Source: an optimization exercise on an open RTL-to-GDS flow (aim: small area and few clock cycles). Production flows keep margins and buffers that such runs may drop. In this exercise RTL edits were held to simulation tests only and were not proved equivalent to the original. Power and IR drop assume default switching activity.

## i2cc_top
module i2cc_top (
    input  wire        clk,
    input  wire        rst,
    input  wire        host_req,
    input  wire        host_we,
    input  wire [10:0] host_addr,
    input  wire [31:0] host_wdata,
    output reg  [31:0] host_rdata,
    output reg         host_err,
    output wire        irq,
    output wire        bus_req,
    output reg  [2:0]  bus_act,
    output reg  [7:0]  bus_data,
    input  wire        bus_done,
    input  wire [1:0]  bus_resp,
    input  wire        bus_rx_valid,
    input  wire [7:0]  bus_rx_data
);
Size: about 5900 cells after synthesis, ~2300 flip-flops, roughly 110 I/O pins, roughly 90000 um2 of cells after synthesis.
==> flow/config.mk <==
export PLATFORM = sky130hd
export DESIGN_NAME = i2cc_top
export DESIGN_NICKNAME = i2cc_top
export VERILOG_FILES = /design/flow/design.v
export SDC_FILE = /design/flow/constraint.sdc
export NUM_CORES = 8
export LEC_CHECK = 0
export CAP_MARGIN = 20
export CORE_MARGIN = 2
export CORE_UTILIZATION = 50
export GPL_TIMING_DRIVEN = 0
export PLACE_DENSITY = 0.7
export SETUP_SLACK_MARGIN = 0.1
export SLEW_MARGIN = 20
==> flow/constraint.sdc <==
create_clock -name core_clock -period 10.0 [get_ports {clk}]
set_input_delay 2.0000 -clock core_clock [delete_from_list [all_inputs] [get_ports {clk}]]
set_output_delay 2.0000 -clock core_clock [all_outputs]
set_load 0.01 [all_outputs]
standard.sh (not shown) runs the stock make flow with config.mk's settings and CLKGATE_MAP_FILE= SYNTH_SCRIPT=/design/flow/synth_recipe.tcl, a recipe that flattens the netlist after the stock synthesis.
==> flow/flow/run.sh <==
#!/bin/bash
set -euo pipefail
HERE=$(pwd)
python3 - "$HERE" <<'PY'
import sys, re, os, shlex
here = sys.argv[1]
flow_home = os.environ["FLOW_HOME"]
# ORFS's synth.tcl with its abc call given our script
s = open(os.path.join(flow_home, "scripts", "synth.tcl")).read()
old = "log_cmd abc {*}$abc_args"
assert s.count(old) == 1, "abc call not found in synth.tcl"
s = s.replace(old, "log_cmd abc -script %s/flow/abc.script {*}[lrange $abc_args 2 end]" % here)
open(os.path.join(here, "synth_abc.tcl"), "w").write(s)
# The standard flow's synthesis script, sourcing that copy
b = open(os.path.join(here, "synth_recipe.tcl")).read()
old = "source $::env(SCRIPTS_DIR)/synth.tcl"
assert b.count(old) == 1, "synth.tcl not sourced by synth_recipe.tcl"
open(os.path.join(here, "own_synth.tcl"), "w").write(b.replace(old, "source %s/synth_abc.tcl" % here))
# standard.sh, with that synthesis script
t = open(os.path.join(here, "standard.sh")).read()
t2, n = re.subn(r"SYNTH_SCRIPT=\S+", "SYNTH_SCRIPT=%s/own_synth.tcl" % here, t)
assert n == 1, "SYNTH_SCRIPT not found in standard.sh"
open(os.path.join(here, "own_standard.sh"), "w").write(t2)
# standard.sh, with our clock tree synthesis arguments
args = " ".join(open(os.path.join(here, "flow", "cts_args.txt")).read().split())
t3, n = re.subn(r"SYNTH_SCRIPT=\S+", lambda m: m.group(0) + " " + shlex.quote("CTS_ARGS=" + args), t)
assert n == 1
open(os.path.join(here, "cts_standard.sh"), "w").write(t3)
PY
bash own_standard.sh synth > synth.log 2>&1
bash standard.sh place > place.log 2>&1
bash cts_standard.sh cts > cts.log 2>&1
bash standard.sh > route.log 2>&1
==> flow/flow/abc.script <==
strash
&get -n
&st
&deepsyn -T 60
&dch -f
&nf
&put
==> flow/flow/cts_args.txt <==
-sink_clustering_enable -repair_clock_nets -sink_clustering_size 20 -sink_clustering_max_diameter 80 -buf_list sky130_fd_sc_hd__clkbuf_16 -dont_use_dummy_load
The first run finished but failed the layout checks on setup timing.
Testbench counts at the start, summed over its fixed seeds: cycles 107,415.
Change:
==> flow/flow/abc.script (replaced) <==
strash
&get -n
&st
&deepsyn -T 60
&put
dch -f
amap
--- a/flow/config.mk
+++ b/flow/config.mk
@@ -8 +8 @@
-export CAP_MARGIN = 20
+export CAP_MARGIN = 30
@@ -11 +10,0 @@
-export GPL_TIMING_DRIVEN = 0
@@ -13,2 +12,2 @@
-export SETUP_SLACK_MARGIN = 0.1
-export SLEW_MARGIN = 20
+export SETUP_SLACK_MARGIN = 0.2
+export SLEW_MARGIN = 30
Outcome: This time the run ran to the end with no violations. Design area goes down by 1.2%. Setup slack improved by 0.69 ns. Via count went up by 1.6%. Final cell count is higher by 3.1%. Die area drops by 0.98%. Wire length climbs by 21%. Combinational power barely changes. Core utilization stays flat. First-iteration DRC count rose by 3.2%. Critical path depth went up by 8.
Change:
==> flow/flow/abc.script (replaced) <==
strash
&get -n
&st
&deepsyn -T 60
&dch -f
&nf
&put
--- a/flow/config.mk
+++ b/flow/config.mk
@@ -10,2 +10,2 @@
-export CORE_UTILIZATION = 50
-export PLACE_DENSITY = 0.7
+export CORE_UTILIZATION = 60
+export PLACE_DENSITY = 0.8
Effect:
- via count came out higher by a few percent
- cell area came out lower slightly
- core utilization came out higher by 10 points
- combinational power came out higher by a few percent
- register-to-register slack got worse by 0.13 ns
Change:
==> flow/flow/cts_args.txt (replaced) <==
-sink_clustering_enable -repair_clock_nets -sink_clustering_size 30 -sink_clustering_max_diameter 70 -buf_list sky130_fd_sc_hd__clkbuf_16 -dont_use_dummy_load
--- a/flow/config.mk
+++ b/flow/config.mk
@@ -10,2 +10,2 @@
-export CORE_UTILIZATION = 60
-export PLACE_DENSITY = 0.8
+export CORE_UTILIZATION = 50
+export PLACE_DENSITY = 0.7
What happened:
- The changed run finished clean
- core utilization came out lower by 11 points
- global-route usage came out lower by 4.9 points
- total power barely changes
- non-clock buffer count came out higher by 136
- via count came out lower by a few percent
- sequential power is about the same
- final area came out higher slightly

---

== v25 ==
Another version of the RTL of i2cc_top (not shown whole).
Size in the first run: roughly 7100 cells after synthesis, about 2300 flip-flops, roughly 110 I/O pins.
make LEC_CHECK=0 CAP_MARGIN=20 CORE_MARGIN=2 CORE_UTILIZATION=25 PLACE_DENSITY=0.45 SETUP_SLACK_MARGIN=0.2 SLEW_MARGIN=20 finish   # period 10.0 ns
run.sh (not shown) runs the stock make flow with config.mk's settings and CLKGATE_MAP_FILE= SYNTH_SCRIPT=/design/flow/synth_recipe.tcl, a recipe that flattens the netlist after the stock synthesis.
Stock flow here: none of the scripts above is used.
Testbench counts of v25, summed over its fixed seeds: cycles 107,398.
Input changes introduced in v54 (baseline for comparison: v25):
==> flow/flow/run.sh (new file) <==
#!/bin/bash
set -euo pipefail
HERE=$(pwd)
python3 - "$HERE" <<'PY'
import sys, re, os
here = sys.argv[1]
flow_home = os.environ["FLOW_HOME"]
# ORFS's synth.tcl with its abc call given our script
s = open(os.path.join(flow_home, "scripts", "synth.tcl")).read()
old = "log_cmd abc {*}$abc_args"
assert s.count(old) == 1, "abc call not found in synth.tcl"
s = s.replace(old, "log_cmd abc -script %s/flow/abc.script {*}[lrange $abc_args 2 end]" % here)
open(os.path.join(here, "synth_abc.tcl"), "w").write(s)
# The standard flow's synthesis script, sourcing that copy
b = open(os.path.join(here, "synth_recipe.tcl")).read()
old = "source $::env(SCRIPTS_DIR)/synth.tcl"
assert b.count(old) == 1, "synth.tcl not sourced by synth_recipe.tcl"
open(os.path.join(here, "own_synth.tcl"), "w").write(b.replace(old, "source %s/synth_abc.tcl" % here))
# standard.sh, with that synthesis script
t = open(os.path.join(here, "standard.sh")).read()
t2, n = re.subn(r"SYNTH_SCRIPT=\S+", "SYNTH_SCRIPT=%s/own_synth.tcl" % here, t)
assert n == 1, "SYNTH_SCRIPT not found in standard.sh"
open(os.path.join(here, "own_standard.sh"), "w").write(t2)
PY
# synthesis with our ABC script, then the rest of the standard flow
bash own_standard.sh synth > synth.log 2>&1
bash standard.sh > layout.log 2>&1
==> flow/flow/abc.script (new file) <==
strash
&get -n
&st
&deepsyn -T 60
&dch -f
&nf
&put
==> flow/standard.sh (new file) <==
#!/bin/bash
# synth_recipe.tcl (not shown) runs the flow's synth.tcl, then flattens the netlist and writes it again
# the make line also repeats each setting of config.mk as NAME=value (left out here)
make -C /OpenROAD-flow-scripts/flow DESIGN_CONFIG=/design/flow/config.mk WORK_HOME=/design/flow/orfs CLKGATE_MAP_FILE= SYNTH_SCRIPT=/design/flow/synth_recipe.tcl "${@:-finish}"
--- a/flow/config.mk
+++ b/flow/config.mk
@@ -7,7 +7,9 @@
 export LEC_CHECK = 0
-export CAP_MARGIN = 20
+export CAP_MARGIN = 30
 export CORE_MARGIN = 2
 export CORE_UTILIZATION = 25
+export CTS_BUF_LIST = sky130_fd_sc_hd__clkbuf_8
+export CTS_CLUSTER_SIZE = 30
 export PLACE_DENSITY = 0.45
 export SETUP_SLACK_MARGIN = 0.2
-export SLEW_MARGIN = 20
+export SLEW_MARGIN = 30
removed: flow/run.sh
==> comparison <==
On met2 wirelength from detailed routing: between v54 and v25, it ends up higher for v25. Between v25 and v54, the flow reports post-synthesis instance total decreasing by more than 10%. Going from v25 to v54, count of buffers not belonging to the clock network in the layout shrinks by about 6%. Number of buffers on the longest clock path: v54 vs v25 identical. v54 ended with more clock insertion delay at the later pin of the skew report than v25. On detailed-placement wirelength estimate, the higher figure sits with v25, not v54. Against v25 as the reference, v54 delivers a lower post-layout total power. Final critical-path required period, v54 and v25, lower one = v54.
Changes in v41 relative to v54:
--- a/flow/config.mk
+++ b/flow/config.mk
@@ -10,4 +10,2 @@
 export CORE_UTILIZATION = 25
-export CTS_BUF_LIST = sky130_fd_sc_hd__clkbuf_8
-export CTS_CLUSTER_SIZE = 30
 export PLACE_DENSITY = 0.45
--- outcome ---
Switching part of the total power was lower in v41 than in v54. Between v54 and v41, part of the total power dissipated in combinational logic is higher for v54, v41 comes in under that. Global-route wire length before repair delta for v41 relative to v54: 0.43% lower. Any difference in total area of multi-input combinational cells between v54 and v41 is small enough to ignore.

separate check: timing with driven ports:
Ports are ideal in the flow. The routed layouts listed here were re-timed in OpenROAD. Step 1 assumes that a clkbuf_16 drives the clock port and a buf_2 every other input. Step 2 times the ports against the registers' clock, not the clock port: input delays grow and output delays shrink by t, the midpoint of the rising clock arrivals with the driver on. a / b / c = no drivers / after step 1 / after step 2; a / b = the first two.
run	t (ns)	setup WS [ns]	worst hold slack (ns)
the first run of note 1	0.887	-0.148 / -0.091 / -0.979	0.373 / 0.373 / 0.373
the second run of note 1	0.915	0.547 / 0.627 / -0.288	0.414 / 0.414 / 0.414
the third run of note 1	0.872	0.863 / 0.863 / 0.227	0.405 / 0.405 / 0.405
the fourth run of note 1	0.907	0.543 / 0.610 / -0.297	0.377 / 0.377 / 0.377
v25	1.025	0.352 / 0.352 / -0.395	0.408 / 0.408 / 0.408
v54	1.217	0.435 / 0.435 / -0.593	0.381 / 0.381 / 0.381
v41	1.005	0.348 / 0.424 / -0.581	0.360 / 0.360 / 0.360
Met with ideal ports but missed after step 2: setup timing in 5 of these runs. The setup slack of v54, which loses most, moves by 0.000 ns with the drivers and by -1.028 ns with both steps.
